This is an optimization exercise on Yosys and OpenROAD, whose aim is small area, a short achievable clock period and few clock cycles per item, not a production implementation. In this exercise RTL edits were held to simulation tests only and were not proved equivalent to the original.

north:
// lfo_tick
module lfo_tick (
    input  wire        clk,
    input  wire        rst,
    input  wire        cmd_valid,
    output wire        cmd_ready,
    input  wire [1:0]  cmd_op,
    input  wire [31:0] cmd_arg,
    input  wire [31:0] cmd_x0,
    input  wire [31:0] cmd_x1,
    output reg         res_valid,
    output reg  [31:0] res_y0,
    output reg  [31:0] res_y1,
    output reg  [31:0] res_mult,
    output reg  [31:0] res_sins,
    output reg  [31:0] res_phase
);
==> flow/config.mk <==
export PLATFORM = sky130hd
export DESIGN_NAME = lfo_tick
export DESIGN_NICKNAME = lfo_tick
export VERILOG_FILES = /design/flow/design.v
export SDC_FILE = /design/flow/constraint.sdc
export NUM_CORES = 8
export LEC_CHECK = 0
export ABC_AREA = 1
export CAP_MARGIN = 20
export CORE_MARGIN = 2
export CORE_UTILIZATION = 30
export CTS_CLUSTER_DIAMETER = 80
export CTS_CLUSTER_SIZE = 30
export SLEW_MARGIN = 20
export SYNTH_MEMORY_MAX_BITS = 65536
==> flow/constraint.sdc <==
create_clock -name core_clock -period 24.0 [get_ports {clk}]
set_input_delay 4.8000 -clock core_clock [delete_from_list [all_inputs] [get_ports {clk}]]
set_output_delay 4.8000 -clock core_clock [all_outputs]
set_load 0.01 [all_outputs]
standard.sh (not shown) runs the stock make flow with config.mk's settings and CLKGATE_MAP_FILE= SYNTH_SCRIPT=/design/flow/synth_recipe.tcl, a recipe that flattens the netlist after the stock synthesis.
==> flow/flow/run.sh <==
#!/bin/bash
set -euo pipefail
MARGIN=$(cat flow/margin.txt)
EXTRA=""
if [[ -f flow/extra.txt ]]; then EXTRA=$(cat flow/extra.txt); fi
bash standard.sh SETUP_SLACK_MARGIN=$MARGIN $EXTRA finish > layout.log 2>&1
==> flow/flow/extra.txt <==
REMOVE_ABC_BUFFERS=1
==> flow/flow/margin.txt <==
18.0
north: no failed stages, no open violations at the end
Testbench counts of north, summed over its fixed seeds: cycles 4,250, items 4,096.
Input changes introduced in south (baseline for comparison: north):
Settings: a deleted CTS_CLUSTER_SIZE that had been 30; a deleted CTS_CLUSTER_DIAMETER that had been 80.
==> flow/flow/margin.txt <==
17.7
## What came out
Measured against south, the number of signal-net buffers in the layout of north comes out at 1.2 times the reference value.
First-iteration DRC count: higher on north
Taking north as the reference, in south post-synthesis cell area did not really move, hold slack now sits higher.
Across both runs, clock tree buffer count of the final layout was higher for south than for north.
Diff north -> south: sequential cell area went down about 0.46%; post-CTS repair timing setup buffer count went down 71; time the worst path needs with I/O delays and setup went down 0.057 ns.
north -> south: via count of the first global-routing pass flat
Wire length after detailed routing, north and south: higher on north
Inputs modified between south and east:
Settings: CTS_CLUSTER_DIAMETER now 80, previously not set; CTS_CLUSTER_SIZE now 30, previously not set.
- After detailed routing, south needs more wire than east.
- As far as register-to-register slack is concerned, south and east perform about the same.
- Worst slew margin relative to its limit delta for east relative to south: 9.5 points lower
- Fmax: east below south
[inputs] west vs east
Settings: clearing CTS_CLUSTER_SIZE, which used to be 30; clearing CTS_CLUSTER_DIAMETER, which used to be 80.
==> flow/flow/run.sh <==
#!/bin/bash
set -euo pipefail
MARGIN=$(cat flow/margin.txt)
bash standard.sh SETUP_SLACK_MARGIN=$MARGIN finish > layout.log 2>&1
removed: flow/flow/extra.txt
==> results.txt <==
- No stage failed in west, and the final checks on the layout all came back clean.
- Total CTS buffers (west vs. east) increases by more than half
- Final weighted congestion in routability-driven placement went up slightly going from east to west.
- Summary — buffer count excluding the clock tree in the final layout, west relative to east: higher, by 20.
- Final number of max-transition violations came out exactly the same in east and west.
- Taking east as the reference, in west post-CTS setup repair buffer count shows an increase of about 24%.
- Delta (west minus east): synthesized cell area closely matched the old numbers, cell count increased by 177 relative to the old numbers, sequential share of layout area decreased by 0.37 points relative to the old numbers, worst reg-to-reg setup slack decreased by 0.08 ns relative to the old numbers.
--- input diff west..middle ---
Settings: CTS_CLUSTER_SIZE newly set to 30; CTS_CLUSTER_DIAMETER newly set to 80.
==> flow/flow/run.sh <==
#!/bin/bash
set -euo pipefail
MARGIN=$(cat flow/margin.txt)
EXTRA=""
if [[ -f flow/extra.txt ]]; then EXTRA=$(cat flow/extra.txt); fi
bash standard.sh SETUP_SLACK_MARGIN=$MARGIN $EXTRA finish > layout.log 2>&1
Results
Delta (middle minus west): inverter count of the layout excluding clock inverters flat; post-synthesis to final-layout area growth down 1.7 points; clock-pin slew on the worst setup and hold paths up 0.04 ns; wire length down 0.80%. west leaves more setup margin than middle. First-iteration DRC count on middle is ahead of west. Accumulated negative setup slack came out exactly the same in middle and west. There was hardly any difference in final period utilization between west and middle.

---

Starting RTL as in the previous note.
clock: 24.0 ns
lec_check: 0
abc_area: 1
cap_margin: 20
core_margin: 2
core_utilization: 30
cts_buf_list: sky130_fd_sc_hd__clkbuf_4 sky130_fd_sc_hd__clkbuf_8 sky130_fd_sc_hd__clkbuf_16
cts_cluster_diameter: 80
cts_cluster_size: 30
slew_margin: 20
synth_memory_max_bits: 65536
==> flow/flow/run.sh <==
#!/bin/bash
set -euo pipefail
MARGIN=$(cat flow/margin.txt)
EXTRA=""
if [[ -f flow/extra.txt ]]; then EXTRA=$(cat flow/extra.txt); fi
bash standard.sh SETUP_SLACK_MARGIN=$MARGIN $EXTRA finish > layout.log 2>&1
==> flow/flow/extra.txt <==
REMOVE_ABC_BUFFERS=1
==> flow/flow/margin.txt <==
17.7
Testbench counts at the start, summed over its fixed seeds: cycles 4,250, items 4,096.
Change:
- CTS_BUF_LIST: sky130_fd_sc_hd__clkbuf_4 sky130_fd_sc_hd__clkbuf_8 sky130_fd_sc_hd__clkbuf_16 -> default
- PLACE_DENSITY: default -> 0.66
=> The changed run finished with timing, DRC and antenna clean. First-iteration DRC count came out higher by 4.7%. Routed wire length came out lower by 1.4%. Global-route usage came out lower by 0.39 points.

what the ideal ports hide:
In the flow no input, the clock included, has a driving cell. The finished layouts below were timed again as built, in two steps. Step 1 sets driving cells, clkbuf_16 on the clock port and buf_2 on the other inputs (assumed; they add their load-dependent delay and slew). Step 2 adds t to the input delays and takes it off the output delays; t is the mean of the earliest and latest rising clock arrival at the registers after step 1. Input paths then give back, and output paths get back, about the clock's delay inside the block. Slacks: no drivers / after step 1 / after step 2; pairs: no drivers / after step 1.
run	t (ns)	setup slack, ns	worst setup path at the end	worst slew at a driven data input, ns	pins driven straight from the clock port
north	1.078	17.650 / 17.525 / 17.504	input to register	0.08	1
south	1.043	17.707 / 17.587 / 17.412	input to register	0.09	1
east	1.078	17.649 / 17.524 / 17.541	input to register	0.08	1
west	1.062	17.696 / 17.567 / 17.430	input to register	0.11	1
middle	1.054	17.678 / 17.550 / 17.455	input to register	0.11	1
the first run of note 2	1.077	17.650 / 17.524 / 17.529	input to register	0.08	1
the second run of note 2	1.021	17.593 / 17.593 / 17.064	input to register	0.08	1
After both steps every run listed still meets setup and hold. For the second run of note 2, which loses most, drivers alone change the setup slack by 0.000 ns; drivers and shift together by -0.529 ns.
